Source: an optimization exercise on an open RTL-to-GDS flow (aim: small area, a short achievable clock period and few clock cycles). Production flows keep margins and buffers that such runs may drop.
Only simulation tests tie the RTL to the original design; equivalence was not proved.
Power figures rest on the tool's default switching activity, not on a simulated workload.

===== flow/run.sh =====
#!/bin/bash
# synth_recipe.tcl (not shown) runs the flow's synth.tcl, then flattens the netlist and writes it again
# the make line also repeats each setting of config.mk as NAME=value (left out here)
make -C /OpenROAD-flow-scripts/flow DESIGN_CONFIG=/design/flow/config.mk WORK_HOME=/design/flow/orfs CLKGATE_MAP_FILE= SYNTH_SCRIPT=/design/flow/synth_recipe.tcl finish

===== flow/config.mk =====
export PLATFORM = sky130hd
export DESIGN_NAME = jscore
export DESIGN_NICKNAME = jscore
export VERILOG_FILES = /design/flow/design.v
export SDC_FILE = /design/flow/constraint.sdc
export NUM_CORES = 8
export LEC_CHECK = 0
export CAP_MARGIN = 20
export CORE_MARGIN = 2
export CORE_UTILIZATION = 40
export SLEW_MARGIN = 20

===== flow/constraint.sdc =====
create_clock -name core_clock -period 20.0 [get_ports {clk}]
set_input_delay 4.0000 -clock core_clock [delete_from_list [all_inputs] [get_ports {clk}]]
set_output_delay 4.0000 -clock core_clock [all_outputs]
set_load 0.01 [all_outputs]

===== flow/design.v =====
module jscore_wtq (
    input  wire [7:0] idx,
    output wire       neg,
    output wire [6:0] mag
);
    reg [6:0] q;
    wire [5:0] k = idx[6] ? (6'd0 - idx[5:0]) : idx[5:0];
    always @(*) begin
        case (k)
            6'd0: q = 7'd0;
            6'd1: q = 7'd3;
            6'd2: q = 7'd6;
            6'd3: q = 7'd9;
            6'd4: q = 7'd12;
            6'd5: q = 7'd16;
            6'd6: q = 7'd19;
            6'd7: q = 7'd22;
            6'd8: q = 7'd25;
            6'd9: q = 7'd28;
            6'd10: q = 7'd31;
            6'd11: q = 7'd34;
            6'd12: q = 7'd37;
            6'd13: q = 7'd40;
            6'd14: q = 7'd43;
            6'd15: q = 7'd46;
            6'd16: q = 7'd49;
            6'd17: q = 7'd51;
            6'd18: q = 7'd54;
            6'd19: q = 7'd57;
            6'd20: q = 7'd60;
            6'd21: q = 7'd63;
            6'd22: q = 7'd65;
            6'd23: q = 7'd68;
            6'd24: q = 7'd71;
            6'd25: q = 7'd73;
            6'd26: q = 7'd76;
            6'd27: q = 7'd78;
            6'd28: q = 7'd81;
            6'd29: q = 7'd83;
            6'd30: q = 7'd85;
            6'd31: q = 7'd88;
            6'd32: q = 7'd90;
            6'd33: q = 7'd92;
            6'd34: q = 7'd94;
            6'd35: q = 7'd96;
            6'd36: q = 7'd98;
            6'd37: q = 7'd100;
            6'd38: q = 7'd102;
            6'd39: q = 7'd104;
            6'd40: q = 7'd106;
            6'd41: q = 7'd107;
            6'd42: q = 7'd109;
            6'd43: q = 7'd111;
            6'd44: q = 7'd112;
            6'd45: q = 7'd113;
            6'd46: q = 7'd115;
            6'd47: q = 7'd116;
            6'd48: q = 7'd117;
            6'd49: q = 7'd118;
            6'd50: q = 7'd120;
            6'd51: q = 7'd121;
            6'd52: q = 7'd122;
            6'd53: q = 7'd122;
            6'd54: q = 7'd123;
            6'd55: q = 7'd124;
            6'd56: q = 7'd125;
            6'd57: q = 7'd125;
            6'd58: q = 7'd126;
            6'd59: q = 7'd126;
            6'd60: q = 7'd126;
            6'd61: q = 7'd127;
            6'd62: q = 7'd127;
            6'd63: q = 7'd127;
            default: q = 7'd0;
        endcase
    end
    assign mag = (idx[6] && idx[5:0] == 6'd0) ? 7'd127 : q;
    assign neg = idx[7];
endmodule
module jscore_wt (
    input  wire [7:0] idx,
    output wire [7:0] val
);
    wire       n;
    wire [6:0] m;
    jscore_wtq u_q (.idx(idx), .neg(n), .mag(m));
    assign val = n ? (8'd0 - {1'b0, m}) : {1'b0, m};
endmodule
module jscore_pt (
    input  wire [6:0]  idx,
    output reg  [22:0] val
);
    always @(*) begin
        case (idx)
            7'd0: val = 23'h000b2a;
            7'd1: val = 23'h000bd4;
            7'd2: val = 23'h000c88;
            7'd3: val = 23'h000d46;
            7'd4: val = 23'h000e10;
            7'd5: val = 23'h000ee7;
            7'd6: val = 23'h000fc9;
            7'd7: val = 23'h0010ba;
            7'd8: val = 23'h0011b8;
            7'd9: val = 23'h0012c6;
            7'd10: val = 23'h0013e4;
            7'd11: val = 23'h001513;
            7'd12: val = 23'h001653;
            7'd13: val = 23'h0017a7;
            7'd14: val = 23'h00190f;
            7'd15: val = 23'h001a8d;
            7'd16: val = 23'h001c21;
            7'd17: val = 23'h001dcd;
            7'd18: val = 23'h001f93;
            7'd19: val = 23'h002173;
            7'd20: val = 23'h002370;
            7'd21: val = 23'h00258c;
            7'd22: val = 23'h0027c8;
            7'd23: val = 23'h002a25;
            7'd24: val = 23'h002ca7;
            7'd25: val = 23'h002f4e;
            7'd26: val = 23'h00321e;
            7'd27: val = 23'h003519;
            7'd28: val = 23'h003842;
            7'd29: val = 23'h003b9a;
            7'd30: val = 23'h003f25;
            7'd31: val = 23'h0042e7;
            7'd32: val = 23'h0046e1;
            7'd33: val = 23'h004b18;
            7'd34: val = 23'h004f8f;
            7'd35: val = 23'h00544a;
            7'd36: val = 23'h00594d;
            7'd37: val = 23'h005e9d;
            7'd38: val = 23'h00643d;
            7'd39: val = 23'h006a33;
            7'd40: val = 23'h007083;
            7'd41: val = 23'h007734;
            7'd42: val = 23'h007e4b;
            7'd43: val = 23'h0085cd;
            7'd44: val = 23'h008dc2;
            7'd45: val = 23'h009630;
            7'd46: val = 23'h009f1e;
            7'd47: val = 23'h00a894;
            7'd48: val = 23'h00b29a;
            7'd49: val = 23'h00bd39;
            7'd50: val = 23'h00c87a;
            7'd51: val = 23'h00d465;
            7'd52: val = 23'h00e107;
            7'd53: val = 23'h00ee68;
            7'd54: val = 23'h00fc95;
            7'd55: val = 23'h010b9a;
            7'd56: val = 23'h011b84;
            7'd57: val = 23'h012c60;
            7'd58: val = 23'h013e3c;
            7'd59: val = 23'h015128;
            7'd60: val = 23'h016535;
            7'd61: val = 23'h017a72;
            7'd62: val = 23'h0190f3;
            7'd63: val = 23'h01a8cb;
            7'd64: val = 23'h01c20d;
            7'd65: val = 23'h01dcd0;
            7'd66: val = 23'h01f92a;
            7'd67: val = 23'h021734;
            7'd68: val = 23'h023708;
            7'd69: val = 23'h0258bf;
            7'd70: val = 23'h027c78;
            7'd71: val = 23'h02a251;
            7'd72: val = 23'h02ca6a;
            7'd73: val = 23'h02f4e5;
            7'd74: val = 23'h0321e7;
            7'd75: val = 23'h035196;
            7'd76: val = 23'h03841a;
            7'd77: val = 23'h03b9a0;
            7'd78: val = 23'h03f255;
            7'd79: val = 23'h042e69;
            7'd80: val = 23'h046e0f;
            7'd81: val = 23'h04b17e;
            7'd82: val = 23'h04f8f0;
            7'd83: val = 23'h0544a1;
            7'd84: val = 23'h0594d3;
            7'd85: val = 23'h05e9c9;
            7'd86: val = 23'h0643cd;
            7'd87: val = 23'h06a32b;
            7'd88: val = 23'h070835;
            7'd89: val = 23'h077340;
            7'd90: val = 23'h07e4aa;
            7'd91: val = 23'h085cd1;
            7'd92: val = 23'h08dc1e;
            7'd93: val = 23'h0962fd;
            7'd94: val = 23'h09f1e0;
            7'd95: val = 23'h0a8943;
            7'd96: val = 23'h0b29a6;
            7'd97: val = 23'h0bd393;
            7'd98: val = 23'h0c879a;
            7'd99: val = 23'h0d4656;
            7'd100: val = 23'h0e1069;
            7'd101: val = 23'h0ee681;
            7'd102: val = 23'h0fc953;
            7'd103: val = 23'h10b9a3;
            7'd104: val = 23'h11b83c;
            7'd105: val = 23'h12c5f9;
            7'd106: val = 23'h13e3c0;
            7'd107: val = 23'h151286;
            7'd108: val = 23'h16534c;
            7'd109: val = 23'h17a726;
            7'd110: val = 23'h190f34;
            7'd111: val = 23'h1a8cac;
            7'd112: val = 23'h1c20d3;
            7'd113: val = 23'h1dcd02;
            7'd114: val = 23'h1f92a7;
            7'd115: val = 23'h217345;
            7'd116: val = 23'h237078;
            7'd117: val = 23'h258bf2;
            7'd118: val = 23'h27c781;
            7'd119: val = 23'h2a250c;
            7'd120: val = 23'h2ca698;
            7'd121: val = 23'h2f4e4b;
            7'd122: val = 23'h321e69;
            7'd123: val = 23'h351958;
            7'd124: val = 23'h3841a6;
            7'd125: val = 23'h3b9a04;
            7'd126: val = 23'h3f254e;
            7'd127: val = 23'h42e68b;
            default: val = 23'h000000;
        endcase
    end
endmodule
module jscore_ptd (
    input  wire [6:0]  idx,
    output reg  [17:0] val
);
    always @(*) begin
        case (idx)
            7'd0: val = 18'h000aa;
            7'd1: val = 18'h000b4;
            7'd2: val = 18'h000be;
            7'd3: val = 18'h000ca;
            7'd4: val = 18'h000d7;
            7'd5: val = 18'h000e2;
            7'd6: val = 18'h000f1;
            7'd7: val = 18'h000fe;
            7'd8: val = 18'h0010e;
            7'd9: val = 18'h0011e;
            7'd10: val = 18'h0012f;
            7'd11: val = 18'h00140;
            7'd12: val = 18'h00154;
            7'd13: val = 18'h00168;
            7'd14: val = 18'h0017e;
            7'd15: val = 18'h00194;
            7'd16: val = 18'h001ac;
            7'd17: val = 18'h001c6;
            7'd18: val = 18'h001e0;
            7'd19: val = 18'h001fd;
            7'd20: val = 18'h0021c;
            7'd21: val = 18'h0023c;
            7'd22: val = 18'h0025d;
            7'd23: val = 18'h00282;
            7'd24: val = 18'h002a7;
            7'd25: val = 18'h002d0;
            7'd26: val = 18'h002fb;
            7'd27: val = 18'h00329;
            7'd28: val = 18'h00358;
            7'd29: val = 18'h0038b;
            7'd30: val = 18'h003c2;
            7'd31: val = 18'h003fa;
            7'd32: val = 18'h00437;
            7'd33: val = 18'h00477;
            7'd34: val = 18'h004bb;
            7'd35: val = 18'h00503;
            7'd36: val = 18'h00550;
            7'd37: val = 18'h005a0;
            7'd38: val = 18'h005f6;
            7'd39: val = 18'h00650;
            7'd40: val = 18'h006b1;
            7'd41: val = 18'h00717;
            7'd42: val = 18'h00782;
            7'd43: val = 18'h007f5;
            7'd44: val = 18'h0086e;
            7'd45: val = 18'h008ee;
            7'd46: val = 18'h00976;
            7'd47: val = 18'h00a06;
            7'd48: val = 18'h00a9f;
            7'd49: val = 18'h00b41;
            7'd50: val = 18'h00beb;
            7'd51: val = 18'h00ca2;
            7'd52: val = 18'h00d61;
            7'd53: val = 18'h00e2d;
            7'd54: val = 18'h00f05;
            7'd55: val = 18'h00fea;
            7'd56: val = 18'h010dc;
            7'd57: val = 18'h011dc;
            7'd58: val = 18'h012ec;
            7'd59: val = 18'h0140d;
            7'd60: val = 18'h0153d;
            7'd61: val = 18'h01681;
            7'd62: val = 18'h017d8;
            7'd63: val = 18'h01942;
            7'd64: val = 18'h01ac3;
            7'd65: val = 18'h01c5a;
            7'd66: val = 18'h01e0a;
            7'd67: val = 18'h01fd4;
            7'd68: val = 18'h021b7;
            7'd69: val = 18'h023b9;
            7'd70: val = 18'h025d9;
            7'd71: val = 18'h02819;
            7'd72: val = 18'h02a7b;
            7'd73: val = 18'h02d02;
            7'd74: val = 18'h02faf;
            7'd75: val = 18'h03284;
            7'd76: val = 18'h03586;
            7'd77: val = 18'h038b5;
            7'd78: val = 18'h03c14;
            7'd79: val = 18'h03fa6;
            7'd80: val = 18'h0436f;
            7'd81: val = 18'h04772;
            7'd82: val = 18'h04bb1;
            7'd83: val = 18'h05032;
            7'd84: val = 18'h054f6;
            7'd85: val = 18'h05a04;
            7'd86: val = 18'h05f5e;
            7'd87: val = 18'h0650a;
            7'd88: val = 18'h06b0b;
            7'd89: val = 18'h0716a;
            7'd90: val = 18'h07827;
            7'd91: val = 18'h07f4d;
            7'd92: val = 18'h086df;
            7'd93: val = 18'h08ee3;
            7'd94: val = 18'h09763;
            7'd95: val = 18'h0a063;
            7'd96: val = 18'h0a9ed;
            7'd97: val = 18'h0b407;
            7'd98: val = 18'h0bebc;
            7'd99: val = 18'h0ca13;
            7'd100: val = 18'h0d618;
            7'd101: val = 18'h0e2d2;
            7'd102: val = 18'h0f050;
            7'd103: val = 18'h0fe99;
            7'd104: val = 18'h10dbd;
            7'd105: val = 18'h11dc7;
            7'd106: val = 18'h12ec6;
            7'd107: val = 18'h140c6;
            7'd108: val = 18'h153da;
            7'd109: val = 18'h1680e;
            7'd110: val = 18'h17d78;
            7'd111: val = 18'h19427;
            7'd112: val = 18'h1ac2f;
            7'd113: val = 18'h1c5a5;
            7'd114: val = 18'h1e09e;
            7'd115: val = 18'h1fd33;
            7'd116: val = 18'h21b7a;
            7'd117: val = 18'h23b8f;
            7'd118: val = 18'h25d8b;
            7'd119: val = 18'h2818c;
            7'd120: val = 18'h2a7b3;
            7'd121: val = 18'h2d01e;
            7'd122: val = 18'h2faef;
            7'd123: val = 18'h3284e;
            7'd124: val = 18'h3585e;
            7'd125: val = 18'h38b4a;
            7'd126: val = 18'h3c13d;
            default: val = 18'h00000;
        endcase
    end
endmodule
module jscore_recip (
    input  wire [3:0]  idx,
    output reg  [31:0] val
);
    always @(*) begin
        case (idx)
            4'd0: val = 32'h00010000;
            4'd1: val = 32'h00008000;
            4'd2: val = 32'h00005555;
            4'd3: val = 32'h00004000;
            4'd4: val = 32'h00003333;
            4'd5: val = 32'h00002aaa;
            4'd6: val = 32'h00002492;
            4'd7: val = 32'h00002000;
            4'd8: val = 32'h00001c71;
            default: val = 32'h00000000;
        endcase
    end
endmodule
module jscore_add #(parameter N = 32) (
    input  wire [N-1:0] a,
    input  wire [N-1:0] b,
    input  wire         ci,
    output wire [N-1:0] s
);
    function integer dstart;
        input integer n;
        integer m;
        begin
            m = 1;
            while (m * 4 < n) m = m * 2;
            dstart = m;
        end
    endfunction
    localparam DM = dstart(N);
    function [N-1:0] bk;
        input [N-1:0] x;
        input [N-1:0] y;
        input         c;
        reg   [N-1:0] p, G, P;
        integer i, d;
        begin
            p = x ^ y;
            G = x & y;
            G[0] = G[0] | (p[0] & c);
            P = p;
            for (d = 1; d < N; d = d * 2)
                for (i = 2 * d - 1; i < N; i = i + 2 * d) begin
                    G[i] = G[i] | (P[i] & G[i-d]);
                    P[i] = P[i] & P[i-d];
                end
            for (d = DM; d >= 1; d = d / 2)
                for (i = 3 * d - 1; i < N; i = i + 2 * d) begin
                    G[i] = G[i] | (P[i] & G[i-d]);
                    P[i] = P[i] & P[i-d];
                end
            bk = p ^ {G[N-2:0], c};
        end
    endfunction
    assign s = bk(a, b, ci);
endmodule
module jscore_csa #(parameter N = 48) (
    input  wire [N-1:0] a,
    input  wire [N-1:0] b,
    input  wire [N-1:0] c,
    output wire [N-1:0] s,
    output wire [N-1:0] co
);
    assign s  = a ^ b ^ c;
    assign co = {(a[N-2:0] & b[N-2:0]) | (a[N-2:0] & c[N-2:0]) | (b[N-2:0] & c[N-2:0]), 1'b0};
endmodule
module jscore_mac (
    input  wire [32:0] a,
    input  wire [8:0]  b_one,
    input  wire [8:0]  b_two,
    input  wire [8:0]  b_neg,
    input  wire [47:0] c,
    output wire [47:0] s
);
    wire [47:0] r [0:10];
    genvar i;
    generate
        for (i = 0; i < 9; i = i + 1) begin : g_pp
            wire [33:0] x  = ({34{b_one[i]}} & {a[32], a}) | ({34{b_two[i]}} & {a, 1'b0});
            wire [33:0] pp = x ^ {34{b_neg[i]}};
            wire [47:0] w  = {14'd0, ~pp[33], pp[32:0]};
            assign r[i] = w << (2 * i);
        end
    endgenerate
    localparam [47:0] K = 48'h5556_0000_0000;
    assign r[9]  = K | {31'd0, b_neg[8], 1'b0, b_neg[7], 1'b0, b_neg[6], 1'b0, b_neg[5], 1'b0,
                        b_neg[4], 1'b0, b_neg[3], 1'b0, b_neg[2], 1'b0, b_neg[1], 1'b0, b_neg[0]};
    assign r[10] = c;
    wire [47:0] a0, a1, a2, a3, a4, a5, b0, b1, b2, b3, d0, d1, d2, d3, e0, e1, f0, f1;
    jscore_csa c0 (r[0], r[1], r[2], a0, a1);
    jscore_csa c1 (r[3], r[4], r[5], a2, a3);
    jscore_csa c2 (r[6], r[7], r[8], a4, a5);
    jscore_csa c3 (a0, a1, a2, b0, b1);
    jscore_csa c4 (a3, a4, a5, b2, b3);
    jscore_csa c5 (b0, b1, b2, d0, d1);
    jscore_csa c6 (b3, r[9], r[10], d2, d3);
    jscore_csa c7 (d0, d1, d2, e0, e1);
    jscore_csa c8 (e0, e1, d3, f0, f1);
    assign s = f0 + f1;
endmodule
module jscore (
    input  wire        clk,
    input  wire        rst,
    input  wire        req,
    input  wire        we,
    input  wire [2:0]  addr,
    input  wire [31:0] wdata,
    output wire        ready,
    output reg         rvalid,
    output wire [31:0] rdata
);
    localparam [2:0] PH_IDLE    = 3'd0;
    localparam [2:0] PH_ATTACK  = 3'd1;
    localparam [2:0] PH_DECAY   = 3'd2;
    localparam [2:0] PH_SUSTAIN = 3'd3;
    localparam [2:0] PH_RELEASE = 3'd4;
    localparam [3:0] S_IDLE = 4'd0;    
    localparam [3:0] S_EX   = 4'd1;    
    localparam [3:0] S_MA   = 4'd2;    
    localparam [3:0] S_MB   = 4'd3;    
    localparam [3:0] S_R1   = 4'd4;    
    localparam [3:0] S_R2   = 4'd5;    
    localparam [3:0] S_RF   = 4'd6;    
    localparam [3:0] S_TK   = 4'd7;    
    localparam [3:0] S_DN   = 4'd8;    
    localparam [3:0] S_MP   = 4'd9;    
    localparam [3:0] S_FN   = 4'd10;   
    reg [31:0] opa, opb, res;
    reg [2:0]  env_phase;
    reg        stale;
    reg        err;
    reg        dirty;            
    reg [31:0] freq;             
    reg [31:0] detune;
    reg [3:0]  unison;
    reg [3:0]  crush_d1;
    reg [3:0]  crush_d2;
    reg [32*8-1:0] inc_f;        
    reg [32*9-1:0] phase_f;      
    reg [8*9-1:0]  samp;         
    reg [16:0] env_level;        
    reg [16:0] env_gain;         
    reg [17:0] env_step;         
    reg [7:0]  env_atk;          
    reg [16:0] env_dec_tgt;      
    reg [31:0] cfg_attack, cfg_decay, cfg_release, cfg_esc;
    reg [16:0] cfg_sustain;      
    reg [3:0]  cfg_ishift;
    reg [32*8-1:0] sm_val_f;
    reg [16*8-1:0] sm_alpha_f;   
    reg        rst_r;            
    reg [3:0]  st;
    reg [31:0] cmd;              
    reg        mc_r;             
    reg        tk_r;             
    reg        f_opa, f_opb;     
    reg [1:0]  rk;               
    reg        rs_a, rs_b, rs_r, rs_s;    
    reg        wlo;              
    reg [32:0] mA;
    reg [8:0]  mB_one, mB_two, mB_neg;
    reg [31:0] mC;
    reg        mCl;              
    reg        cen;              
    reg [15:0] avg_r;            
    reg        pv;               
    reg [8:0]  act;              
    reg [8:0]  uh;               
    wire [7:0]  op    = cmd[7:0];
    wire [3:0]  idx   = cmd[11:8];
    wire [3:0]  rsv   = cmd[15:12];
    wire [15:0] imm   = cmd[31:16];
    wire [7:0]  regno = cmd[23:16];
    wire [4:0] status = {err, stale, env_phase};
    wire need_more = mc_r | (tk_r & ((stale & dirty) | !pv));
    assign ready = !rst_r & ((st == S_IDLE) | ((st == S_EX) & !need_more) |
                             (st == S_MA) | (st == S_TK) | (st == S_DN) | (st == S_FN));
    wire acc     = req & ready;
    wire acc_cmd = acc & we & (addr == 3'd0);
    assign rdata = ({32{rs_a}} & opa) | ({32{rs_b}} & opb) | ({32{rs_r}} & res) |
                   {27'd0, {5{rs_s}} & status};
    wire [7:0] wop = wdata[7:0];
    wire w_mc = ((wop[7:4] == 4'h1) && !wop[2]) || (wop == 8'h20) || (wop == 8'h30) ||
                (wop == 8'h34) || (wop == 8'h61);
    wire w_tk = (wop == 8'h41);
    wire [22:0] pt_v0;
    wire [17:0] pt_d;
    wire [31:0] recip_cur;
    wire [6:0]  pt_i;
    jscore_pt    u_pt    (.idx(pt_i), .val(pt_v0));
    jscore_ptd   u_ptd   (.idx(pt_i), .val(pt_d));
    jscore_recip u_recip (.idx(unison), .val(recip_cur));
    wire is_nop      = (op == 8'h00);
    wire is_mul      = (op[7:4] == 4'h1) && !op[2];
    wire is_smooth   = (op == 8'h20);
    wire is_setnote  = (op == 8'h30);
    wire is_setdet   = (op == 8'h31);
    wire is_setuni   = (op == 8'h32);
    wire is_setbc    = (op == 8'h33);
    wire is_noteon   = (op == 8'h34);
    wire is_noteoff  = (op == 8'h35);
    wire is_envupd   = (op == 8'h40);
    wire is_tick     = (op == 8'h41);
    wire is_rdreg    = (op == 8'h50);
    wire is_wrreg    = (op == 8'h51);
    wire is_crush    = (op == 8'h60);
    wire is_mixclip  = (op == 8'h61);
    wire op_known = is_nop | is_mul | is_smooth | is_setnote | is_setdet | is_setuni |
                    is_setbc | is_noteon | is_noteoff | is_envupd | is_tick |
                    is_rdreg | is_wrreg | is_crush | is_mixclip;
    reg        rd_ok;
    reg [31:0] rd_val;
    integer k;
    always @(*) begin
        rd_ok  = 1'b1;
        rd_val = 32'd0;
        case (regno)
            8'h00: rd_val = {27'd0, status};
            8'h01: rd_val = freq;
            8'h02: rd_val = detune;
            8'h03: rd_val = {28'd0, unison};
            8'h04: rd_val = {20'd0, crush_d2, 4'd0, crush_d1};
            8'h08: rd_val = {15'd0, env_level};
            8'h09: rd_val = {15'd0, env_gain};
            8'h0A: rd_val = {{14{env_step[17]}}, env_step};
            8'h0B: rd_val = {15'd0, env_atk, 9'd0};
            8'h0C: rd_val = {15'd0, env_dec_tgt};
            8'h10: rd_val = cfg_attack;
            8'h11: rd_val = cfg_decay;
            8'h12: rd_val = {15'd0, cfg_sustain};
            8'h13: rd_val = cfg_release;
            8'h14: rd_val = cfg_esc;
            8'h15: rd_val = {28'd0, cfg_ishift};
            8'h20, 8'h21, 8'h22, 8'h23, 8'h24, 8'h25, 8'h26, 8'h27,
            8'h30, 8'h31, 8'h32, 8'h33, 8'h34, 8'h35, 8'h36, 8'h37,
            8'h41, 8'h42, 8'h43, 8'h44, 8'h45, 8'h46, 8'h47, 8'h48,
            8'h50, 8'h51, 8'h52, 8'h53, 8'h54, 8'h55, 8'h56, 8'h57, 8'h58: begin
                for (k = 0; k < 8; k = k + 1) begin
                    if (regno[2:0] == k && regno[7:4] == 4'h2) rd_val = sm_val_f[32*k +: 32];
                    if (regno[2:0] == k && regno[7:4] == 4'h3) rd_val = {16'd0, sm_alpha_f[16*k +: 16]};
                    if (regno[3:0] == k + 1 && regno[7:4] == 4'h4) rd_val = inc_f[32*k +: 32];
                end
                for (k = 0; k < 9; k = k + 1)
                    if (regno[3:0] == k && regno[7:4] == 4'h5) rd_val = phase_f[32*k +: 32];
            end
            default: rd_ok = 1'b0;
        endcase
    end
    wire wr_ok = (regno == 8'h00) || (regno >= 8'h10 && regno <= 8'h15) ||
                 (regno >= 8'h20 && regno <= 8'h27) ||
                 (regno >= 8'h30 && regno <= 8'h37);
    wire illegal = (rsv != 4'd0) || !op_known ||
                   ((is_rdreg || is_wrreg) && imm[15:8] != 8'd0) ||
                   (is_smooth && idx[3]) ||
                   (is_rdreg && !rd_ok) ||
                   (is_wrreg && !wr_ok);
    wire [47:0] m_s;
    jscore_mac u_mac (.a(mA), .b_one(mB_one), .b_two(mB_two), .b_neg(mB_neg),
                      .c(cen ? {mC, {16{mCl}}} : 48'd0), .s(m_s));
    wire [31:0] m_hi = m_s[47:16];
    wire [31:0] m_lo = m_s[31:0];
    wire [31:0] m_w  = wlo ? m_lo : m_hi;
    function [26:0] booth;
        input [17:0] b;
        reg   [18:0] bx;
        reg   [2:0]  t;
        integer n;
        begin
            bx = {b, 1'b0};
            for (n = 0; n < 9; n = n + 1) begin
                t = bx[2*n +: 3];
                booth[n]      = t[1] ^ t[0];
                booth[9 + n]  = (t == 3'b011) || (t == 3'b100);
                booth[18 + n] = t[2] && (t != 3'b111);
            end
        end
    endfunction
    reg [17:0] nB;       
    reg        nB_ld;
    wire        mul_fast   = op[3];
    wire [1:0]  mul_fmt    = op[1:0];
    wire        mul_signed = mul_fmt[1];
    wire        mul_wide   = (mul_fmt == 2'b01) || (mul_fmt == 2'b10);
    wire [32:0] mw_a  = {mul_signed & opa[31], opa};
    wire [32:0] mw_b  = {mul_signed & opb[31], opb};
    wire [16:0] mn_a  = {mul_signed & opa[15], opa[15:0]};
    wire [16:0] mn_b  = {mul_signed & opb[15], opb[15:0]};
    wire [24:0] mwf_a = mw_a[32:8];          
    wire [24:0] mwf_b = mw_b[32:8];
    wire [12:0] mnf_a = mn_a[16:4];          
    wire [12:0] mnf_b = mn_b[16:4];
    wire [31:0] mul_res = mul_wide ? m_w : {{16{mul_signed & m_hi[15]}}, m_hi[15:0]};
    reg  [31:0] sm_prev;
    reg  [15:0] sm_alph;
    always @(*) begin
        sm_prev = 32'd0;
        sm_alph = 16'd0;
        for (k = 0; k < 8; k = k + 1)
            if (idx[2:0] == k) begin
                sm_prev = sm_val_f[32*k +: 32];
                sm_alph = sm_alpha_f[16*k +: 16];
            end
    end
    wire [32:0] sm_d;
    jscore_add #(33) u_smd (.a({1'b0, sm_prev}), .b({1'b1, ~opa}), .ci(1'b1), .s(sm_d));
    wire [6:0]         sn_note = (imm > 16'd127) ? 7'd127 : imm[6:0];
    wire signed [17:0] sn_sum  = $signed({3'b000, sn_note, 8'h00}) + $signed({{2{opa[15]}}, opa[15:0]});
    wire [14:0]        sn_p    = sn_sum[17] ? 15'd0 :
                                 (sn_sum > 18'sd32512) ? 15'h7F00 : sn_sum[14:0];
    assign pt_i = sn_p[14:8];
    wire [6:0]  no_v   = (imm > 16'd127) ? 7'd127 : imm[6:0];
    wire        no_max = (no_v == 7'd127);
    wire [17:0] no_vg  = no_max ? 18'h10000 : {2'b00, no_v, 9'd0};
    wire [3:0]  su_n   = (imm > 16'd8) ? 4'd8 : imm[3:0];
    wire [7:0]  bc_v   = (imm > 16'd255) ? 8'd255 : imm[7:0];
    wire [7:0]  bc_lo  = (bc_v > 8'd128) ? 8'd128 : bc_v;
    wire [7:0]  bc_hi  = (bc_v > 8'd128) ? (bc_v - 8'd128) : 8'd0;
    wire [8:0]  rh = recip_cur[16:8];
    wire [15:0] mc_res = ($signed(mC) > 32'sd32767)  ? 16'h7FFF :
                         ($signed(mC) < -32'sd32768) ? 16'h8000 : mC[15:0];
    wire ph_a = (env_phase == PH_ATTACK);
    wire ph_d = (env_phase == PH_DECAY);
    wire ph_r = (env_phase == PH_RELEASE);
    wire ph_i = (env_phase == PH_IDLE);
    wire ph_s = (env_phase == PH_SUSTAIN);
    wire ph_dr = ph_d | ph_r;
    wire big_a = |cfg_attack[31:17];
    wire big_d = |cfg_decay[31:17];
    wire big_r = |cfg_release[31:17];
    wire [16:0] env_atk_tgt = {env_atk, 9'd0};
    wire [19:0] eu_x  = ph_a ? {3'd0, cfg_attack[16:0]} :
                        ph_d ? {3'h7, ~cfg_decay[16:0]} :
                        ph_r ? {3'h7, ~cfg_release[16:0]} : 20'd0;
    wire [19:0] eu_y  = ph_a ? {3'h7, ~env_atk_tgt} : ph_d ? {3'h7, ~env_dec_tgt} : 20'hFFFFF;
    wire [19:0] eu_l  = {3'd0, env_level};
    wire [19:0] eu_ng = {3'h7, ~env_gain};
    wire [19:0] eu_cand, eu_cmp, eu_cg, eu_c1, eu_c2, eu_g1, eu_g2;
    jscore_add #(20) u_euc (.a(eu_l), .b(eu_x), .ci(ph_dr), .s(eu_cand));
    jscore_csa #(20) u_eu1 (eu_l, eu_x, eu_y, eu_c1, eu_c2);
    jscore_add #(20) u_eum (.a(eu_c1), .b(eu_c2), .ci(1'b1), .s(eu_cmp));
    jscore_csa #(20) u_eu2 (eu_l, eu_x, eu_ng, eu_g1, eu_g2);
    jscore_add #(20) u_eug (.a(eu_g1), .b({eu_g2[19:1], ph_dr}), .ci(1'b1), .s(eu_cg));
    wire        eu_cond = ph_a ? (big_a | !eu_cmp[19]) :
                          ph_d ? (big_d | eu_cmp[19]) :
                          ph_r ? (big_r | eu_cmp[19]) : 1'b0;
    wire [16:0] eu_fix  = ph_a ? env_atk_tgt : (ph_d | ph_s) ? env_dec_tgt :
                          (ph_r | ph_i) ? 17'd0 : env_level;
    wire        eu_take = eu_cond | !(ph_a | ph_dr);
    wire [16:0] eu_level = eu_take ? eu_fix : eu_cand[16:0];
    wire [17:0] eu_fg;
    jscore_add #(18) u_euf (.a({1'b0, eu_fix}), .b({1'b1, ~env_gain}), .ci(1'b1), .s(eu_fg));
    wire [17:0] eu_diff  = eu_take ? eu_fg : eu_cg[17:0];
    wire signed [17:0] eu_step = $signed(eu_diff) >>> cfg_ishift;
    wire [2:0]  eu_phase = !eu_cond ? env_phase :
                           ph_a ? PH_DECAY : ph_d ? PH_SUSTAIN : PH_IDLE;
    wire [15:0] cm1 = 16'hFFFF << crush_d1;
    wire [15:0] cm2 = 16'hFFFF << crush_d2;
    wire [15:0] cr_in  = opa[15:0];
    wire [16:0] cr_s   = {cr_in[15] & cm1[15], cr_in & cm1} + {cr_in[15] & cm2[15], cr_in & cm2};
    wire [15:0] cr_res = cr_s[16:1];
    wire [16:0] tc_s;
    jscore_add #(17) u_tcs (.a({avg_r[15] & cm1[15], avg_r & cm1}), .b({avg_r[15] & cm2[15], avg_r & cm2}),
                            .ci(1'b0), .s(tc_s));
    wire signed [7:0]  mx_ch = tc_s[16:9];
    wire signed [9:0]  mx_gh = {1'b0, env_gain[16:8]};
    wire signed [17:0] mx_y  = mx_ch * mx_gh;
    wire signed [18:0] en_sum = $signed({2'b00, env_gain}) + $signed({env_step[17], env_step});
    wire signed [18:0] en_lvl = $signed({2'b00, env_level});
    reg  [16:0] en_gain;
    always @(*) begin
        en_gain = env_gain;
        if (!env_step[17] && env_step != 18'd0)
            en_gain = (en_sum < en_lvl) ? en_sum[16:0] : env_level;
        else if (env_step[17])
            en_gain = (en_sum > en_lvl) ? en_sum[16:0] : env_level;
    end
    wire [32*9-1:0] nph;
    wire [8*9-1:0]  nsamp;
    genvar gj;
    generate
        for (gj = 0; gj <= 8; gj = gj + 1) begin : g_osc
            wire [31:0] incj;
            if (gj == 0) begin : g0
                assign incj = freq;
            end else begin : gn
                assign incj = inc_f[32*(gj-1) +: 32];
            end
            jscore_add #(32) u_add (.a(phase_f[32*gj +: 32]), .b(incj), .ci(1'b0), .s(nph[32*gj +: 32]));
            jscore_wt u_wt (.idx(nph[32*gj+16 +: 8]), .val(nsamp[8*gj +: 8]));
        end
    endgenerate
    wire [11:0] pt [0:8];
    generate
        for (gj = 0; gj <= 8; gj = gj + 1) begin : g_ps
            assign pt[gj] = {{4{samp[8*gj+7] & act[gj]}}, samp[8*gj +: 8] & {8{act[gj]}}};
        end
    endgenerate
    wire [11:0] q0, q1, q2, q3, q4, q5, r0, r1, r2, r3, t0, t1;
    jscore_csa #(12) p0 (pt[0], pt[1], pt[2], q0, q1);
    jscore_csa #(12) p1 (pt[3], pt[4], pt[5], q2, q3);
    jscore_csa #(12) p2 (pt[6], pt[7], pt[8], q4, q5);
    jscore_csa #(12) p3 (q0, q1, q2, r0, r1);
    jscore_csa #(12) p4 (q3, q4, q5, r2, r3);
    jscore_csa #(12) p5 (r0, r1, r2, t0, t1);
    wire [11:0] v0, v1;
    jscore_csa #(12) p6 (t0, t1, r3, v0, v1);
    wire [11:0] ps_sum;
    jscore_add #(12) u_ps (.a(v0), .b(v1), .ci(1'b0), .s(ps_sum));
    wire [15:0] ps16   = {{4{ps_sum[11]}}, ps_sum};
    wire [15:0] sa1 = ({16{uh[0]}} & (ps16 << 8)) | ({16{uh[1]}} & (ps16 << 7)) |
                      ({16{uh[2] | uh[3]}} & (ps16 << 6)) |
                      ({16{uh[4] | uh[5] | uh[6] | uh[7]}} & (ps16 << 5)) | ({16{uh[8]}} & (ps16 << 4));
    wire [15:0] sa2 = ({16{uh[2] | uh[4]}} & (ps16 << 4)) | ({16{uh[5] | uh[8]}} & (ps16 << 3)) |
                      ({16{uh[6]}} & (ps16 << 2));
    wire [15:0] sa3 = ({16{uh[2] | uh[8]}} & (ps16 << 2)) | ({16{uh[4] | uh[5]}} & (ps16 << 1));
    wire [15:0] sa4 = {16{uh[2] | uh[4]}} & ps16;
    wire [15:0] w0, w1, x0, x1;
    jscore_csa #(16) p8 (sa1, sa2, sa3, w0, w1);
    jscore_csa #(16) p9 (w0, w1, sa4, x0, x1);
    wire [15:0] avg_n;
    jscore_add #(16) u_avg (.a(x0), .b(x1), .ci(1'b0), .s(avg_n));
    wire [31:0] rc_y = (rk == 2'd0) ? detune : cfg_esc;
    wire [31:0] inc_p, inc_m;
    jscore_add #(32) u_incp (.a(freq), .b(mC),  .ci(1'b0), .s(inc_p));
    jscore_add #(32) u_incm (.a(freq), .b(~mC), .ci(1'b1), .s(inc_m));
    wire tick_now = ((st == S_EX) && !illegal && is_tick && !(stale && dirty) && pv) ||
                    (st == S_TK);
    wire uni_chg  = (st == S_EX) && !illegal && is_setuni && (su_n != unison);
    wire [26:0] nB_enc = booth(nB);
    always @(*) begin
        nB    = 18'd0;
        nB_ld = 1'b1;
        case (st)
            S_EX: begin
                if (is_mul) begin
                    if (mul_wide)
                        nB = mul_fast ? {{9{mwf_b[24]}}, mwf_b[24:16]} : {mw_b[32], mw_b[32:16]};
                    else
                        nB = mul_fast ? {{5{mnf_b[12]}}, mnf_b} : {mn_b[16], mn_b};
                end else if (is_smooth)
                    nB = {2'b00, sm_alph};
                else if (is_setnote)
                    nB = {2'b00, sn_p[7:0], 8'd0};
                else if (is_noteon)
                    nB = no_vg;
                else if (is_tick)
                    nB = {10'd0, detune[31:24]};
                else if (is_mixclip)
                    nB = {9'd0, rh};
                else
                    nB_ld = 1'b0;
            end
            S_MB: nB = mul_fast ? {2'b00, mwf_b[15:0]} : {2'b00, mw_b[15:0]};
            S_R1: nB = {2'b00, rc_y[23:8]};
            S_R2: nB = {10'd0, cfg_esc[31:24]};
            default: nB_ld = 1'b0;
        endcase
    end
    integer i;
    always @(posedge clk) begin
        rst_r <= rst;
        if (rst_r) begin
            st          <= S_IDLE;
            cmd         <= 32'd0;
            mc_r        <= 1'b0;
            tk_r        <= 1'b0;
            f_opa       <= 1'b0;
            f_opb       <= 1'b0;
            rk          <= 2'd0;
            rs_a        <= 1'b0;
            rs_b        <= 1'b0;
            rs_r        <= 1'b0;
            rs_s        <= 1'b0;
            rvalid      <= 1'b0;
            wlo         <= 1'b0;
            mA          <= 33'd0;
            mB_one      <= 9'd0;
            mB_two      <= 9'd0;
            mB_neg      <= 9'd0;
            mC          <= 32'd0;
            mCl         <= 1'b0;
            cen         <= 1'b0;
            avg_r       <= 16'd0;
            pv          <= 1'b1;
            act         <= 9'h001;
            uh          <= 9'h001;
            opa         <= 32'd0;
            opb         <= 32'd0;
            res         <= 32'd0;
            env_phase   <= PH_IDLE;
            stale       <= 1'b1;
            err         <= 1'b0;
            dirty       <= 1'b0;
            freq        <= 32'd0;
            detune      <= 32'd0;
            unison      <= 4'd0;
            crush_d1    <= 4'd0;
            crush_d2    <= 4'd0;
            env_level   <= 17'd0;
            env_gain    <= 17'd0;
            env_step    <= 18'd0;
            env_atk     <= 8'd0;
            env_dec_tgt <= 17'd0;
            cfg_attack  <= 32'd0;
            cfg_decay   <= 32'd0;
            cfg_sustain <= 17'd0;
            cfg_release <= 32'd0;
            cfg_esc     <= 32'h0001_0CCD;
            cfg_ishift  <= 4'd0;
            inc_f       <= 256'd0;
            phase_f     <= 288'd0;
            samp        <= 72'd0;
            sm_val_f    <= 256'd0;
            sm_alpha_f  <= 128'd0;
        end else begin
            avg_r <= avg_n;
            pv    <= !(tick_now || uni_chg);
            rvalid <= acc & !we;
            rs_a   <= acc & !we & (addr == 3'd1);
            rs_b   <= acc & !we & (addr == 3'd2);
            rs_r   <= acc & !we & (addr == 3'd3);
            rs_s   <= acc & !we & (addr == 3'd4);
            f_opa  <= acc & we & (addr == 3'd1);
            f_opb  <= acc & we & (addr == 3'd2);
            if (f_opa) opa <= cmd;
            if (f_opb) opb <= cmd;
            if (nB_ld) begin
                mB_one <= nB_enc[8:0];
                mB_two <= nB_enc[17:9];
                mB_neg <= nB_enc[26:18];
            end
            st <= S_IDLE;
            case (st)
                S_EX: begin
                    if (illegal) begin
                        err <= 1'b1;
                        if (mc_r) st <= S_DN;
                    end else if (is_mul) begin
                        cen <= 1'b0;
                        if (mul_wide) begin
                            mA  <= mul_fast ? {{8{mwf_a[24]}}, mwf_a} : mw_a;
                            wlo <= mul_fast;
                            st  <= S_MB;
                        end else begin
                            mA  <= mul_fast ? {{4{mnf_a[12]}}, mnf_a, 16'd0} : {{8{mn_a[16]}}, mn_a, 8'd0};
                            wlo <= 1'b0;
                            st  <= S_MA;
                        end
                    end else if (is_smooth) begin
                        mA  <= sm_d;
                        mC  <= opa;
                        mCl <= sm_d[32];
                        cen <= 1'b1;
                        wlo <= 1'b0;
                        st  <= S_MA;
                    end else if (is_setnote) begin
                        mA  <= {15'd0, pt_d};
                        mC  <= {9'd0, pt_v0};
                        mCl <= 1'b0;
                        cen <= 1'b1;
                        wlo <= 1'b0;
                        st  <= S_MP;
                    end else if (is_setdet) begin
                        if (opa != detune) begin
                            detune <= opa;
                            stale  <= 1'b1;
                            dirty  <= 1'b1;
                        end
                    end else if (is_setuni) begin
                        if (su_n != unison) begin
                            unison <= su_n;
                            stale  <= 1'b1;
                        end
                        for (i = 0; i <= 8; i = i + 1) begin
                            act[i] <= (i <= su_n);
                            uh[i]  <= (i == su_n);
                        end
                    end else if (is_setbc) begin
                        crush_d1 <= bc_lo[7:4];
                        crush_d2 <= bc_hi[7:4];
                    end else if (is_noteon) begin
                        mA  <= {16'd0, cfg_sustain};
                        cen <= 1'b0;
                        wlo <= 1'b0;
                        env_atk   <= no_vg[16:9];
                        env_phase <= PH_ATTACK;
                        st  <= S_MA;
                    end else if (is_noteoff) begin
                        if (env_phase != PH_IDLE)
                            env_phase <= PH_RELEASE;
                    end else if (is_envupd) begin
                        env_phase <= eu_phase;
                        env_level <= eu_level;
                        env_step  <= eu_step;
                    end else if (is_tick) begin
                        if (stale && dirty) begin
                            mA  <= {9'd0, freq[31:8]};
                            cen <= 1'b0;
                            rk  <= 2'd0;
                            st  <= S_R1;
                        end else begin
                            stale <= 1'b0;
                            if (!pv) st <= S_TK;
                        end
                    end else if (is_rdreg) begin
                        res <= rd_val;
                    end else if (is_wrreg) begin
                        case (regno)
                            8'h00: if (opa[4]) err <= 1'b0;
                            8'h10: cfg_attack  <= opa;
                            8'h11: cfg_decay   <= opa;
                            8'h12: cfg_sustain <= (opa > 32'h0001_0000) ? 17'h10000 : opa[16:0];
                            8'h13: cfg_release <= opa;
                            8'h14: begin
                                cfg_esc <= opa;
                                stale   <= 1'b1;
                                dirty   <= 1'b1;
                            end
                            8'h15: cfg_ishift <= opa[3:0];
                            default: ;
                        endcase
                        for (i = 0; i < 8; i = i + 1) begin
                            if (regno == 8'h20 + i)
                                sm_val_f[32*i +: 32] <= opa;
                            if (regno == 8'h30 + i)
                                sm_alpha_f[16*i +: 16] <= (opa > 32'h0000_FFFF) ? 16'hFFFF : opa[15:0];
                        end
                    end else if (is_crush) begin
                        res <= {{16{cr_res[15]}}, cr_res};
                    end else if (is_mixclip) begin
                        mA  <= {{9{opa[31]}}, opa[31:8]};
                        cen <= 1'b0;
                        wlo <= 1'b1;
                        st  <= S_MP;
                    end
                end
                S_MB: begin
                    mC  <= m_lo;
                    mCl <= 1'b0;
                    cen <= 1'b1;
                    st  <= S_MA;
                end
                S_MA: begin
                    if (is_mul)
                        res <= mul_res;
                    else if (is_smooth) begin
                        for (i = 0; i < 8; i = i + 1)
                            if (idx[2:0] == i)
                                sm_val_f[32*i +: 32] <= m_hi;
                        res <= m_hi;
                    end else if (is_noteon)
                        env_dec_tgt <= m_hi[16:0];
                end
                S_MP: begin
                    mC <= m_w;
                    st <= S_FN;
                end
                S_FN: begin
                    if (is_setnote) begin
                        if (mC != freq) begin
                            freq  <= mC;
                            stale <= 1'b1;
                            dirty <= 1'b1;
                        end
                    end else
                        res <= {{16{mc_res[15]}}, mc_res};
                end
                S_R1: begin
                    for (i = 1; i < 4; i = i + 1)
                        if (rk == i) begin
                            inc_f[32*(2*i-2) +: 32] <= inc_p;
                            inc_f[32*(2*i-1) +: 32] <= inc_m;
                        end
                    mC  <= m_lo;
                    mCl <= 1'b0;
                    cen <= 1'b1;
                    st  <= S_R2;
                end
                S_R2: begin
                    mC  <= m_lo;
                    cen <= 1'b0;
                    mA  <= {9'd0, m_lo[31:8]};
                    rk  <= rk + 2'd1;
                    st  <= (rk == 2'd3) ? S_RF : S_R1;
                end
                S_RF: begin
                    inc_f[32*6 +: 32] <= inc_p;
                    inc_f[32*7 +: 32] <= inc_m;
                    stale  <= 1'b0;
                    dirty  <= 1'b0;
                    st     <= S_TK;
                end
                default: ;
            endcase
            if (tick_now) begin
                for (i = 0; i <= 8; i = i + 1) begin
                    if (i <= unison) begin
                        phase_f[32*i +: 32] <= nph[32*i +: 32];
                        samp[8*i +: 8]      <= nsamp[8*i +: 8];
                    end
                end
                res      <= {{14{mx_y[17]}}, mx_y};
                env_gain <= en_gain;
            end
            if (ready) begin
                cmd  <= wdata;
                mc_r <= w_mc;
                tk_r <= w_tk;
            end
            if (acc_cmd)
                st <= S_EX;
        end
    end
endmodule

==> out/metrics.json <==
{
  "run": {
    "max_cap_viol": 0
  },
  "sta": {
    "post-route-min-period_ns": 10.09,
    "tightestPinTransition_ns": 1.44,
    "max_freq_mhz": 99.2,
    "hold-worst-slack_ns": 0.444,
    "rsz0062_at_grt": "false",
    "slew_viol_final": 0,
    "finalClockSkew_ns": 0.114,
    "final-setup-viol-count": 0,
    "fin_tns_setup_ns": 0,
    "fin_crit_sh_pct": 50.4,
    "timing.final.hold_violations": 0,
    "relSlewSlack_pct": 2.83
  },
  "cts": {
    "clkTransAtPathRegs_ns": 0.06,
    "cts-htree-levels": 4,
    "cts_made_buffers": 199,
    "cts_sinks": 1586,
    "cts_max_path_buffers": 4,
    "worst_skew_pair.late_latency_ns": 1.00,
    "cts_hold_buffers_added": 0,
    "post_cts_setup_buffer_count": 0,
    "post_cts_resize_count": 0,
    "tritoncts": "yes",
    "clock_root_buffer": "sky130_fd_sc_hd__clkbuf_16"
  },
  "drt": {
    "drt-pass1-iter-count": 14,
    "remaining_routing_drc_violations": 0,
    "vias_per_cell": 6.92,
    "via_count": 147000,
    "wl_met2_mm": 308,
    "first_iter_violations": 26900,
    "route.top_layer_used": "met5",
    "detail_route.wl_per_cell_um": 38.8,
    "drtAntennaViolNets": 0,
    "routedLengthMet1_mm": 306,
    "wl_final_mm": 824,
    "met3_routed_wirelength_mm": 134
  },
  "power_and_ir_drop": {
    "leakagePower_nw": 56.5,
    "clock_power_share_pct": 48.8,
    "p_int_w": 0.00561,
    "sw_frac_of_total_pct": 29.3,
    "power.combinational.fraction_pct": 11.1,
    "netSwitchingPower_w": 0.00232,
    "ir_worst_vdd_uv": 65.1,
    "p_per_area_nw_per_um2": 53.8,
    "seq_power_share_pct": 40.1
  },
  "final_layout": {
    "layout-drive-gt1-share_pct": 8.86,
    "postLayoutCoreUtil_pct": 44.5,
    "areaGrowthSynthToFinish_pct": 10.6,
    "num-nets-final": 18100
  },
  "place": {
    "gp_congestion": 1.16,
    "dp.final_hpwl_mm": 621,
    "buffer_ports.inserted": 72
  },
  "floorplan": {
    "fp.dieW_um": 581,
    "std_cell_rows": 211,
    "num_io_pins": 73,
    "fp.dieH_um": 581,
    "floorplan.die_area_sq_um": 338000,
    "start_util_pct": 40.3,
    "core_area_sq_um": 331000
  },
  "critical_path": {
    "timing.setup.critical_path_class": "register to register",
    "cp-start-kind": "register",
    "worst_setup_path_end_kind": "register",
    "cp.arrival_ns": 11.01,
    "worst-path-max-fanout": 16,
    "r2r_setup_slack_ns": 9.91,
    "worst_path_most_repeated_cell": "sky130_fd_sc_hd__fa_1",
    "worst_r2r_startpoint": "crush_d2[2]$_SDFFE_PP0P_",
    "cp_top_family": "compound AO/OA/AOI/OAI gates",
    "timing.critical_path.slowest_cell_delay_ns": 0.77,
    "worst-endpoint-required_ns": 20.92,
    "timing.reg2reg.worst_path_depth": 32,
    "slowest_stage": "sky130_fd_sc_hd__mux2i_2",
    "worstPathBufferInverterCount": 3,
    "worst_r2r_endpoint": "res[29]$_SDFFE_PP0P_"
  },
  "min_path": {
    "min-delay-path-class": "register to register",
    "min_delay_worst_endpoint": "uh[3]$_SDFFE_PP0P_",
    "hold_path.startpoint": "uh[3]$_SDFFE_PP0P_",
    "hold-path-cell-count": 2
  },
  "synth": {
    "yosys_warnings": 13,
    "postSynth.asyncResetShare_pct": 0,
    "synthesis.nets": 18500,
    "yosysSeqAreaShare_pct": 23.8,
    "netlist_top_cells_area": "sky130_fd_sc_hd__dfxtp_1 24%, sky130_fd_sc_hd__fa_1 9.9%, sky130_fd_sc_hd__ha_1 7.6%, sky130_fd_sc_hd__nand2_1 6.5%, sky130_fd_sc_hd__a21oi_1 6.0%",
    "synth_common_cells": "2,297 x sky130_fd_sc_hd__nand2_1, 1,607 x sky130_fd_sc_hd__a21oi_1, 1,586 x sky130_fd_sc_hd__dfxtp_1",
    "synth_flop_cell": "sky130_fd_sc_hd__dfxtp_1",
    "yosysTopAreaCellShare_pct": 23.8,
    "post_synth_edffs": 0,
    "netlist.top_cell.by_area": "sky130_fd_sc_hd__dfxtp_1",
    "number_of_synthesized_register_bits": 1586,
    "synth_area_sq_um": 133000,
    "post_synth.cell_area_avg_sq_um": 7.84,
    "synth_most_common_cell": "sky130_fd_sc_hd__nand2_1",
    "synth_cell_type_count": 105,
    "synth_cells": 17000
  },
  "global_route": {
    "antenna_violations_before_repair": 124,
    "grt.total_usage_pct": 47.0,
    "grt_first_pass_wirelength_mm": 1110,
    "grt_max_degree": 181,
    "grt_pass1_vias": 130000,
    "global_route.overflow_total": 0
  },
  "status": {
    "result_of_the_run": "complete, no violations"
  }
}
## sequential cells by signal, indices dropped and copies added, names as in the netlist, 18 cells and up
name	flops
opa	32
cfg_attack	32
mC	32
res	32
sm_alpha_f	128
cfg_release	32
inc_f	252
env_step	18
cmd	32
detune	32
phase_f	288
samp	72
mA	33
sm_val_f	256
cfg_esc	32
cfg_decay	32
freq	32
opb	32
## worst max path at each step
stage	start	depth (start not counted)	endpoint	slack, ns
after floorplan	act[8]$_SDFFE_PP0P_	33	avg_r[15]$_SDFF_PP0_	11.76
after global placement	crush_d1[3]$_SDFFE_PP0P_	33	res[29]$_SDFFE_PP0P_	9.94
after detailed placement	crush_d2[2]$_SDFFE_PP0P_	32	res[29]$_SDFFE_PP0P_	9.96
after CTS	crush_d2[2]$_SDFFE_PP0P_	32	res[29]$_SDFFE_PP0P_	9.91
after global routing	crush_d2[2]$_SDFFE_PP0P_	32	res[29]$_SDFFE_PP0P_	9.21
final	crush_d2[2]$_SDFFE_PP0P_	32	res[29]$_SDFFE_PP0P_	9.91
## cells by family after synthesis
| kind of cell | count (synthesis) | share of synthesized area (%) |
|---|---|---|
| simple gates | 5236 | 17.3 |
| buf+inv | 2344 | 6.70 |
| fa+ha+maj | 1463 | 17.4 |
| flops | 1586 | 23.8 |
| mux | 405 | 3.96 |
| xor+xnor | 768 | 5.06 |
| compound gates | 5202 | 25.8 |
## stage by stage
stage | std cells | total power (W) | setup slack (ns) | cell area (sq um)
floorplan | 17000 | 0.00371 | 11.76 | 133000
global placement | 20800 | 0.00406 | 9.94 | 140000
detailed placement | 20800 | 0.00406 | 9.96 | 140000
CTS | 21100 | 0.00783 | 9.91 | 147000
global route | 21100 | 0.00801 | 9.21 | 147000
finish | 21200 | 0.00793 | 9.91 | 147000
## layout by cell type, fill, tap and decap left out, types with 46 or more instances in the layout
master and count:
sky130_fd_sc_hd__a2111oi_0 57, sky130_fd_sc_hd__nand2_1 2282, sky130_fd_sc_hd__a21oi_1 1594, sky130_fd_sc_hd__mux2i_1 226, sky130_fd_sc_hd__a211oi_1 592, sky130_fd_sc_hd__a22oi_1 496, sky130_fd_sc_hd__inv_1 1029, sky130_fd_sc_hd__nor3_1 247
sky130_fd_sc_hd__and2_1 195, sky130_fd_sc_hd__nand2b_1 113, sky130_fd_sc_hd__nand3_1 288, sky130_fd_sc_hd__mux4_2 89, sky130_fd_sc_hd__clkbuf_16 201, sky130_fd_sc_hd__and3_1 63, sky130_fd_sc_hd__nor2_2 46, sky130_fd_sc_hd__nor2_1 1441
sky130_fd_sc_hd__o221ai_1 102, sky130_fd_sc_hd__buf_4 630, sky130_fd_sc_hd__a22o_1 53, sky130_fd_sc_hd__xor2_1 207, sky130_fd_sc_hd__a21o_1 168, sky130_fd_sc_hd__or3_1 78, sky130_fd_sc_hd__a31oi_1 167, sky130_fd_sc_hd__xnor2_1 528
sky130_fd_sc_hd__o22ai_1 150, sky130_fd_sc_hd__o211ai_1 150, sky130_fd_sc_hd__diode_2 95, sky130_fd_sc_hd__nand4_1 76, sky130_fd_sc_hd__nor2b_1 86, sky130_fd_sc_hd__nor4_1 78, sky130_fd_sc_hd__o21ai_0 678, sky130_fd_sc_hd__a222oi_1 101
sky130_fd_sc_hd__dfxtp_1 1559, sky130_fd_sc_hd__ha_1 804, sky130_fd_sc_hd__a221oi_1 175, sky130_fd_sc_hd__fa_1 657, sky130_fd_sc_hd__o21a_1 85, sky130_fd_sc_hd__mux2_2 88, sky130_fd_sc_hd__clkdlybuf4s50_1 72
## worst min-delay path: stages, from the launching register on
cell and delay [ns]:
sky130_fd_sc_hd__dfxtp_1 0.30, sky130_fd_sc_hd__nand2_1 0.05, sky130_fd_sc_hd__a21oi_1 0.05
## cell type report
cell class / instances / area, sq um
diodes: 95 / 238
clock buffers: 280 / 5780
clock inverters: 71 / 850
fillers: 33800 / 184000
inverters: 1036 / 3890
multi-input cells: 13100 / 93700
flip-flops and latches: 1586 / 31800
well taps: 4366 / 5460
repair buffers: 715 / 5630
## layer usage
metal | global-route usage (%) | up-vias
li1 | - | 59800
met1 | 58.7 | 71500
met2 | 61.5 | 12200
met3 | 23.4 | 3222
met4 | 33.2 | 68
met5 | 2.14 | -
## power by group through the flow
stage	combinational (W)	clock (W)	sequential (W)
floorplan	0.000469	0	0.00324
global placement	0.000807	0	0.00325
detailed placement	0.000805	0	0.00325
CTS	0.000808	0.00384	0.00318
global route	0.000876	0.00395	0.00318
finish	0.000877	0.00387	0.00318
Testbench counts, summed over its fixed seeds: cycles 18,900.

[what the ideal ports hide]
The flow's constraints put no driver on any port. The routed layout listed below was extracted and timed again, unchanged, in two steps.
Step 1: set_driving_cell puts a clkbuf_16 on clk and a buf_2 on each other input, an assumption about the parent block.
Step 2 also shifts input and output timing later by t, the mid clock arrival at the registers, as if the neighbouring blocks saw the same clock.
Three values: ideal ports, drivers, drivers and shift; two values: the first two.
shift t [ns]: 1.052
slack for setup (ns): 9.915 / 9.915 / 9.915
worst data-port slew with drivers (ns): 0.08
After both steps this run still meets setup and hold. For this run, drivers alone change the setup slack by 0.000 ns; drivers and shift together by 0.000 ns.
